This is an optimization exercise on Yosys and OpenROAD, whose aim is small area, a short achievable clock period and few clock cycles, not a production implementation.
Function not checked in this run: the RTL went through the layout flow alone.
No activity file was given, so power comes from the tool's default toggle rates.

==> config.mk <==
export PLATFORM = sky130hd
export DESIGN_NAME = carry_adder
export DESIGN_NICKNAME = carry_adder
export VERILOG_FILES = /design/flow/design.v
export SDC_FILE = /design/flow/constraint.sdc
export NUM_CORES = 4
export LEC_CHECK = 0
export CAP_MARGIN = 50
export CORE_MARGIN = 2
export CORE_UTILIZATION = 40
export SETUP_SLACK_MARGIN = 4
export SLEW_MARGIN = 50
==> constraint.sdc <==
create_clock -name core_clock -period 11.5 [get_ports {clk}]
set_input_delay 2.3000 -clock core_clock [delete_from_list [all_inputs] [get_ports {clk}]]
set_output_delay 2.3000 -clock core_clock [all_outputs]
set_load 0.01 [all_outputs]
==> design.v <==
module ca_lzc #(parameter L = 7) (
    input  wire [(1<<L)-1:0] x,
    output wire [L:0]        z
);
    localparam W = 1 << L;
    wire [W-1:0]     v [0:L];
    wire [L*W-1:0]   c [0:L];
    assign v[0] = x;
    assign c[0] = {L*W{1'b0}};
    genvar l, j;
    generate
        for (l = 1; l <= L; l = l + 1) begin : lv
            for (j = 0; j < (W >> l); j = j + 1) begin : nd
                wire vh = v[l-1][2*j+1];
                wire vl = v[l-1][2*j];
                wire [L-1:0] ch = c[l-1][(2*j+1)*L +: L];
                wire [L-1:0] cl = c[l-1][(2*j)*L +: L];
                assign v[l][j] = vh | vl;
                assign c[l][j*L +: L] = vh ? ch : (cl | (1 << (l-1)));
            end
            if ((W >> l) < W) begin : pad
                assign v[l][W-1:(W>>l)] = {(W-(W>>l)){1'b0}};
                assign c[l][L*W-1:L*(W>>l)] = {(L*(W-(W>>l))){1'b0}};
            end
        end
    endgenerate
    assign z = v[L][0] ? {1'b0, c[L][L-1:0]} : W[L:0];
endmodule
module carry_adder (
    input  wire        clk,
    input  wire        rst,
    input  wire        wr_en,
    input  wire [3:0]  wr_addr,
    input  wire [63:0] wr_data,
    output wire        ready,
    output reg  [63:0] rc,
    output reg  [63:0] ru,
    output reg  [63:0] rl,
    output reg  [1:0]  st
);
    localparam [2:0] OP_ADD = 3'd1, OP_NEG = 3'd2, OP_SUB = 3'd3, OP_LSH = 3'd4,
                     OP_RSH = 3'd5, OP_MUL = 3'd6, OP_QUOREM = 3'd7;
    localparam [1:0] ST_OK = 2'd0, ST_DIVZERO = 2'd1, ST_ILLEGAL = 2'd2;
    localparam K = 8;                   
    reg [63:0] au, al, bu, bl;
    reg        busy;
    reg        s_alu, s_shift, s_dinit, s_mul, s_div;
    reg        m_neg;                   
    reg [7:0]  amt;                     
    reg        amt_zero;                
    reg        amt_rev;                 
    reg [5:0]  cnt;
    reg [65:0] d3;                      
    assign ready = ~busy;
    wire host_wr = wr_en & ~busy;
    wire issue   = host_wr & (wr_addr == 4'd4);
    always @(posedge clk) begin
        if (host_wr) begin
            case (wr_addr)
                4'd0: au <= wr_data;
                4'd1: al <= wr_data;
                4'd2: bu <= wr_data;
                4'd3: bl <= wr_data;
                default: ;
            endcase
        end
    end
    wire [2:0]  op      = wr_data[2:0];
    wire [31:0] n       = wr_data[63:32];
    wire        illegal = (|wr_data[31:3]) | (op == 3'd0) |
                          ((op != OP_LSH) && (op != OP_RSH) && (n != 32'd0));
    wire        bl_zero = (bl == 64'd0);
    wire [127:0] a = {au, al};
    wire [127:0] add_x = (s_alu & m_neg) ? 128'd0 : a;
    wire [127:0] add_y = s_alu ? (m_neg ? ~a : ~{bu, bl}) : {bu, bl};
    wire [128:0] add_s = {1'b0, add_x} + {1'b0, add_y} + {128'd0, s_alu};
    wire [191:0] add_res = {63'd0, add_s[128] & ~s_alu, add_s[127:0]};
    wire [63:0]   m_ph  = s_mul ? ru : 64'd0;
    wire [63:0]   m_pl  = s_mul ? rl : bl;
    wire [63+K:0] m_s   = {{K{1'b0}}, m_ph} + al * m_pl[K-1:0];
    wire [191:0]  mul_res = {64'd0, m_s[63+K:K], m_s[K-1:0], m_pl[63:K]};
    function [127:0] rev128(input [127:0] x);
        integer i;
        for (i = 0; i < 128; i = i + 1) rev128[i] = x[127-i];
    endfunction
    function [191:0] rev192(input [191:0] x);
        integer i;
        for (i = 0; i < 192; i = i + 1) rev192[i] = x[191-i];
    endfunction
    wire [127:0] sh_in  = amt_rev ? rev128(a) : a;
    wire [191:0] sh_l   = {64'd0, sh_in} << amt;
    wire [191:0] sh_z   = amt_zero ? 192'd0 : sh_l;
    wire [191:0] sh_r   = rev192(sh_z);      
    wire [191:0] sh_res = amt_rev ? {sh_r[63:0], sh_r[191:64]} : sh_z;
    wire [7:0] lz_a;
    wire [6:0] lz_d;
    ca_lzc #(.L(7)) u_lza (.x(a),  .z(lz_a));
    ca_lzc #(.L(6)) u_lzd (.x(bl), .z(lz_d));
    wire [8:0] i_raw  = {1'b0, lz_a} + 9'd63 - {3'd0, lz_d[5:0]};
    wire [7:0] i_div  = (i_raw >= 9'd128) ? 8'd128 : {i_raw[7:1], 1'b0};
    wire [65:0] t   = {rc, ru[63:62]};
    wire [66:0] t1  = {1'b0, t} - {3'd0, bl};
    wire [66:0] t2  = {1'b0, t} - {2'd0, bl, 1'b0};
    wire [66:0] t3  = {1'b0, t} - {1'b0, d3};
    wire        ge1 = ~t1[66], ge2 = ~t2[66], ge3 = ~t3[66];
    wire [63:0] r_n = ge3 ? t3[63:0] : ge2 ? t2[63:0] : ge1 ? t1[63:0] : t[63:0];
    wire [1:0]  dig = ge3 ? 2'd3 : ge2 ? 2'd2 : ge1 ? 2'd1 : 2'd0;
    wire [191:0] div_res = {r_n, ru[61:0], rl, dig};
    wire        idle   = ~busy;
    wire        sel_add = idle ? ~wr_data[2] : s_alu;
    wire        sel_mul = idle ?  wr_data[2] : s_mul;
    wire        sel_sh  = s_shift | s_dinit;
    wire [191:0] res_n = sel_add ? add_res :
                         sel_mul ? mul_res :
                         sel_sh  ? sh_res  : div_res;
    wire        res_en = busy | issue;
    always @(posedge clk) begin
        if (res_en) {rc, ru, rl} <= res_n;
    end
    always @(posedge clk) begin
        if (s_dinit) d3 <= {2'd0, bl} + {1'b0, bl, 1'b0};
        if (issue) begin
            amt      <= wr_data[1] ? i_div : n[7:0];
            amt_zero <= ~wr_data[1] & ((|n[31:8]) | (n[7:6] == 2'b11));
            amt_rev  <= ~wr_data[1] & wr_data[0];
            m_neg    <= ~wr_data[0];
        end
        if (rst) begin
            busy <= 1'b0; s_alu <= 1'b0; s_shift <= 1'b0; s_dinit <= 1'b0;
            s_mul <= 1'b0; s_div <= 1'b0;
            st <= ST_OK;
        end else if (issue) begin
            if (illegal) begin
                st <= ST_ILLEGAL;
            end else begin
                st <= (op == OP_QUOREM && bl_zero) ? ST_DIVZERO : ST_OK;
                case (op)
                    OP_NEG, OP_SUB: begin busy <= 1'b1; s_alu <= 1'b1; end
                    OP_LSH, OP_RSH: begin busy <= 1'b1; s_shift <= 1'b1; end
                    OP_MUL: begin busy <= 1'b1; s_mul <= 1'b1; cnt <= 64/K - 1; end
                    OP_QUOREM: if (!bl_zero) begin busy <= 1'b1; s_dinit <= 1'b1; end
                    default: ;
                endcase
            end
        end else begin
            if (s_alu)   begin s_alu <= 1'b0; busy <= 1'b0; end
            if (s_shift) begin s_shift <= 1'b0; busy <= 1'b0; end
            if (s_dinit) begin
                s_dinit <= 1'b0;
                cnt <= 6'd63 - amt[6:1] + 6'd1;    
                if (amt[7]) busy <= 1'b0;
                else s_div <= 1'b1;
            end
            if (s_mul | s_div) begin
                cnt <= cnt - 6'd1;
                if (cnt == 6'd1) begin s_mul <= 1'b0; s_div <= 1'b0; busy <= 1'b0; end
            end
        end
    end
endmodule
==> run.sh <==
#!/bin/bash
# synth_recipe.tcl (not shown) runs the flow's synth.tcl, then flattens the netlist and writes it again
# the make line also repeats each setting of config.mk as NAME=value (left out here)
make -C /OpenROAD-flow-scripts/flow DESIGN_CONFIG=/design/flow/config.mk WORK_HOME=/design/flow/orfs CLKGATE_MAP_FILE= SYNTH_SCRIPT=/design/flow/synth_recipe.tcl finish
==> report_table.html <==
<table>
<tr><th>Metric</th><th>Value</th></tr>
<tr><th colspan="2">Run status</th></tr>
<tr><td>Run status</td><td>no timing/DRC/antenna violations</td></tr>
<tr><th colspan="2">STA</th></tr>
<tr><td>Largest clock skew in the final design</td><td>57.45 ps</td></tr>
<tr><td>Final-report hold violation count</td><td>0</td></tr>
<tr><td>Final period demand of the worst path</td><td>7339 ps</td></tr>
<tr><td>Final cycle utilization of the critical path</td><td>63.82%</td></tr>
<tr><td>Final number of max-transition violations</td><td>0</td></tr>
<tr><td>Achievable Freq</td><td>136.3 MHz</td></tr>
<tr><td>TNS Setup</td><td>0 ps</td></tr>
<tr><td>Final-report setup violation count</td><td>0</td></tr>
<tr><td>Unrepaired setup endpoints after global routing</td><td>true</td></tr>
<tr><td>Max-slew headroom</td><td>36.82%</td></tr>
<tr><td>Pin slew with the least headroom to its limit</td><td>947.7 ps</td></tr>
<tr><th colspan="2">Yosys</th></tr>
<tr><td>Post-synthesis instance area</td><td>84110 um^2</td></tr>
<tr><td>Number of warning messages in the yosys log</td><td>3</td></tr>
<tr><td>Synth cell types</td><td>99</td></tr>
<tr><td>Async SR Flop Fraction</td><td>0%</td></tr>
<tr><td>Yosys reg bits</td><td>539</td></tr>
<tr><td>Sequential fraction of the synthesis area</td><td>19.15%</td></tr>
<tr><td>Proportion of netlist area held by the largest area contributor</td><td>18.96%</td></tr>
<tr><td>Avg Inst Size Synth</td><td>8.295 um^2</td></tr>
<tr><td>EDFF count, synth</td><td>531</td></tr>
<tr><td>Post-synthesis cell type with the largest combined area</td><td>sky130_fd_sc_hd__edfxtp_1</td></tr>
<tr><td>Number of nets in the synthesized netlist</td><td>11.18k</td></tr>
<tr><td>Mapped Cells</td><td>10.14k</td></tr>
<tr><td>Most common cell in the netlist</td><td>sky130_fd_sc_hd__nand2_1</td></tr>
<tr><td>Dominant cells by area after synthesis</td><td>sky130_fd_sc_hd__edfxtp_1 (19%), sky130_fd_sc_hd__fa_1 (11%), sky130_fd_sc_hd__ha_1 (7.8%)</td></tr>
<tr><td>Most used flip-flop cell after synthesis</td><td>sky130_fd_sc_hd__edfxtp_1</td></tr>
<tr><td>Commonest cells in the synthesized netlist</td><td>sky130_fd_sc_hd__nand2_1 (1008), sky130_fd_sc_hd__a21oi_1 (861), sky130_fd_sc_hd__inv_1 (755), sky130_fd_sc_hd__o21ai_0 (751), sky130_fd_sc_hd__nor2_1 (710)</td></tr>
<tr><th colspan="2">Global routing</th></tr>
<tr><td>Total overflow reported by the global router</td><td>0</td></tr>
<tr><td>Wire length of the first global-routing pass</td><td>734400 um</td></tr>
<tr><td>Global-route total usage across every layer</td><td>49.84%</td></tr>
<tr><td>Initial antenna violation count</td><td>89</td></tr>
<tr><td>Vias in the first global route</td><td>84.35k</td></tr>
<tr><td>Largest net degree at the start of global routing</td><td>145</td></tr>
<tr><th colspan="2">Clock tree</th></tr>
<tr><td>CTS Buf Count</td><td>74</td></tr>
<tr><td>Clock transition at the registers of the reported paths</td><td>80 ps</td></tr>
<tr><td>Clock buffer depth</td><td>3</td></tr>
<tr><td>Number of H-tree levels</td><td>3</td></tr>
<tr><td>Cell chosen for the clock root</td><td>sky130_fd_sc_hd__clkbuf_16</td></tr>
<tr><td>Num Clock Sinks</td><td>539</td></tr>
<tr><td>Clock latency reported for the late side of the worst-skew pair</td><td>790 ps</td></tr>
<tr><td>CTS tree</td><td>yes</td></tr>
<tr><td>CTS hold repair buffers</td><td>0</td></tr>
<tr><th colspan="2">Route</th></tr>
<tr><td>DR pass1 iterations</td><td>9</td></tr>
<tr><td>Average via count per standard cell</td><td>7.006</td></tr>
<tr><td># DRC</td><td>0</td></tr>
<tr><td>DR iter-0 viols</td><td>14.49k</td></tr>
<tr><td>Residual antenna-violating net count after detailed routing</td><td>0</td></tr>
<tr><td>Detailed-route via count</td><td>91.98k</td></tr>
<tr><td>Final wirelength</td><td>555600 um</td></tr>
<tr><td>Drt wl/cell</td><td>42.32 um</td></tr>
<tr><th colspan="2">Placement</th></tr>
<tr><td>Final HPWL DP</td><td>443000 um</td></tr>
<tr><td>Global placer's final weighted congestion</td><td>1.165</td></tr>
<tr><td>DP Cell Count</td><td>12.86k</td></tr>
<tr><td>Count of input and output buffers</td><td>265</td></tr>
<tr><th colspan="2">Worst setup path</th></tr>
<tr><td>Highest fanout seen on the critical path</td><td>34</td></tr>
<tr><td>CP bufs+invs</td><td>4</td></tr>
<tr><td>Largest stage delay on the critical path</td><td>610 ps</td></tr>
<tr><td>Cell type group with the largest total delay on the critical path</td><td>adder cells</td></tr>
<tr><td>Highest-delay cell along the critical path</td><td>sky130_fd_sc_hd__fa_1</td></tr>
<tr><td>Arr. time, crit path</td><td>7950 ps</td></tr>
<tr><td>CP startpoint kind</td><td>flip-flop</td></tr>
<tr><td>Cell mode on critical path</td><td>sky130_fd_sc_hd__fa_1</td></tr>
<tr><td>Kind of critical path</td><td>reg2reg</td></tr>
<tr><td>Element type at the critical path end</td><td>flip-flop</td></tr>
<tr><td>Critical path required time</td><td>12110 ps</td></tr>
<tr><td>Critical-path cell list</td><td>buf_16 &gt; nand2_2 &gt; o21a_4 &gt; buf_4 &gt; nor2_1 &gt; fa_1 &gt; fa_1 &gt; fa_1 &gt; inv_1 &gt; fa_1 &gt; inv_1 &gt; ha_1 &gt; and3_1 &gt; nand3_1 &gt; nor2_1 &gt; nand3_1 &gt; a21oi_1 &gt; nor3_4 &gt; o31a_1 &gt; o21ai_0 &gt; a31o_2 &gt; a221oi_1 &gt; xor2_1 &gt; a211oi_1</td></tr>
<tr><th colspan="2">Layout</th></tr>
<tr><td>Final standard cell count with taps included and fillers excluded</td><td>13.13k</td></tr>
<tr><td>Net count reported at finish</td><td>11.22k</td></tr>
<tr><td># fillers</td><td>20.70k</td></tr>
<tr><td>Storage element area</td><td>16120 um^2</td></tr>
<tr><td>Layout cell share with drive strength beyond 1</td><td>11.63%</td></tr>
<tr><td>Area of the multi-input gates</td><td>63970 um^2</td></tr>
<tr><td>Synthesis-to-finish area growth</td><td>12.99%</td></tr>
<tr><th colspan="2">Floorplan</th></tr>
<tr><td>Die Span X</td><td>462.6 um</td></tr>
<tr><td>I/O pin count</td><td>266</td></tr>
<tr><td>Total core area</td><td>209400 um^2</td></tr>
<tr><td>Effective utilization at floorplan</td><td>40.17%</td></tr>
<tr><td>Die Outline Area</td><td>214000 um^2</td></tr>
<tr><td>Height of the chip</td><td>462.6 um</td></tr>
<tr><td>Row cnt</td><td>168</td></tr>
<tr><th colspan="2">Power</th></tr>
<tr><td>Pwr per Cell Area</td><td>71.67 nW/um^2</td></tr>
<tr><td>Leakage Power</td><td>37.91 nW</td></tr>
<tr><td>Maximum resistive drop on vdd</td><td>0.1562 mV</td></tr>
<tr><th colspan="2">Run</th></tr>
<tr><td>Max-cap violations</td><td>0</td></tr>
<tr><th colspan="2">Worst hold path</th></tr>
<tr><td>Min-delay worst type</td><td>reg2reg</td></tr>
</table>
==> layout make-up <==
cell class	count	area share (%)
Antenna cell	88	0.2317
Clock inverter	47	0.5385
Multi-Input combinational cell	8169	67.32
Inverter	763	3.045
Sequential cell	539	16.96
Clock buffer	86	2.018
Tap cell	2805	3.693
Timing Repair Buffer	632	6.195
==> worst register-to-register path: cells and delay by family, from the launching register on <==
kind                     cells  cell delay, ps
adder cells (fa/ha/maj)      5            2420
AO/OA/AOI/OAI                7            2320
AND/OR/NAND/NOR              7            1220
buffers and inverters        4             630
flip-flops                   1             420
XOR/XNOR                     1             160
==> routing by layer <==
layer	GRT usage (%)	up-vias	part of all wire, %
li1	-	37017	-
met1	59.46	45622	36
met2	68.51	7291	40
met3	21.99	2008	14
met4	41.19	46	10
met5	0.04456	-	0.18
==> per-stage QoR <==
stage / setup slack, ps / area, um^2 / utilization, % / hold WS (ps) / total power, W
finish: 4161 / 95030 / 45.39 / 456.9 / 0.006811
global placement: 2951 / 90340 / 43.15 / 443.7 / 0.004189
global route: 3993 / 94840 / 45.30 / 481.6 / 0.006936
CTS: 4006 / 94130 / 44.96 / 460.6 / 0.006673
floorplan: 4002 / 84120 / - / 476.2 / 0.003382
detailed placement: 3256 / 91500 / 43.70 / 455.1 / 0.004213
==> cells in the final DEF, fill, tap and decap left out, types with 129 or more instances in the layout <==
master and n:
sky130_fd_sc_hd__nor3_1 129, sky130_fd_sc_hd__mux2i_1 355, sky130_fd_sc_hd__nand4_1 149, sky130_fd_sc_hd__o21ai_0 680, sky130_fd_sc_hd__mux2_2 196, sky130_fd_sc_hd__xnor2_1 240
sky130_fd_sc_hd__o211ai_1 214, sky130_fd_sc_hd__nor2b_1 359, sky130_fd_sc_hd__a21oi_1 843, sky130_fd_sc_hd__a21o_1 254, sky130_fd_sc_hd__buf_4 292, sky130_fd_sc_hd__nor2_1 686
sky130_fd_sc_hd__fa_1 443, sky130_fd_sc_hd__ha_1 522, sky130_fd_sc_hd__and2_1 140, sky130_fd_sc_hd__edfxtp_1 531, sky130_fd_sc_hd__nand2_1 990, sky130_fd_sc_hd__xor2_1 148
sky130_fd_sc_hd__clkdlybuf4s50_1 245, sky130_fd_sc_hd__inv_1 746, sky130_fd_sc_hd__mux4_2 174, sky130_fd_sc_hd__nand3_1 133
==> timing repair <==
action / in CTS / in global routing
pin swaps: 2 / 2
gates resized for setup: 20 / 31
gates cloned: 2 / 3
endpoints found under the setup margin: 37 / 27
setup buffers: 11 / 14
==> worst paths after layout <==
kind,startpoint,endpoint,slack [ps],cells past startpoint
max,s_mul$_SDFFE_PP0P_,ru[62]$_DFFE_PP_,4160,24
max reg2reg,s_mul$_SDFFE_PP0P_,ru[62]$_DFFE_PP_,4160,24
min reg2reg,st[0]$_SDFFE_PP0P_,st[0]$_SDFFE_PP0P_,460,2
min,st[0]$_SDFFE_PP0P_,st[0]$_SDFFE_PP0P_,460,2
==> cells by family (layout without fill, tap and decap cells) <==
family                   Yosys count  in the layout  share of synthesized area, %
adder cells (fa/ha/maj)          968            968                         18.35
multiplexers                     778            778                         12.14
AND/OR/NAND/NOR                 2951           2951                         16.55
AO/OA/AOI/OAI                   3052           3056                         22.91
other                              0             88                             0
XOR/XNOR                         416            416                         4.332
buffers and inverters           1436           1528                         6.565
flip-flops                       539            539                         19.15
==> power breakdown <==
| group | switching [W] | total [W] | internal, W |
|---|---|---|---|
| combinational | 0.00139 | 0.00205 | 0.000659 |
| sequential | 0.0000699 | 0.00227 | 0.00220 |
| clock | 0.00112 | 0.00248 | 0.00137 |
==> sequential cells by signal (all words and copies together) (netlist names) <==
signal    flops
al           64
amt           8
amt_rev       1
amt_zero      1
au           64
bl           64
bu           64
busy          1
cnt           6
d3           66
m_neg         1
rc           64
rl           64
ru           64
s_alu         1
s_dinit       1
s_div         1
s_mul         1
s_shift       1
st            2

-- separate check: timing with driven ports --
How much do the figures lean on ideal ports? The routed layout below was timed once more, with nothing changed but the port constraints.
Step 1 sets driving cells, clkbuf_16 on the clock port and buf_2 on the other inputs (assumed; they add their load-dependent delay and slew).
Step 2 adds t to the input delays and takes it off the output delays; t is the mean of the earliest and latest rising clock arrival at the registers after step 1. Input paths then give back, and output paths get back, about the clock's delay inside the block.
a / b / c = no drivers / after step 1 / after step 2; a / b = the first two.
t (ns): 0.851
setup slack, ns: 4.161 / 4.161 / 4.161
hold slack, ns: 0.457 / 0.457 / 0.457
latest minus earliest clock arrival (ns): 0.058 / 0.058
worst data-port slew with drivers (ns): 0.08
After both steps this run still meets setup and hold. For this run, drivers alone change the setup slack by 0.000 ns; drivers and shift together by 0.000 ns.
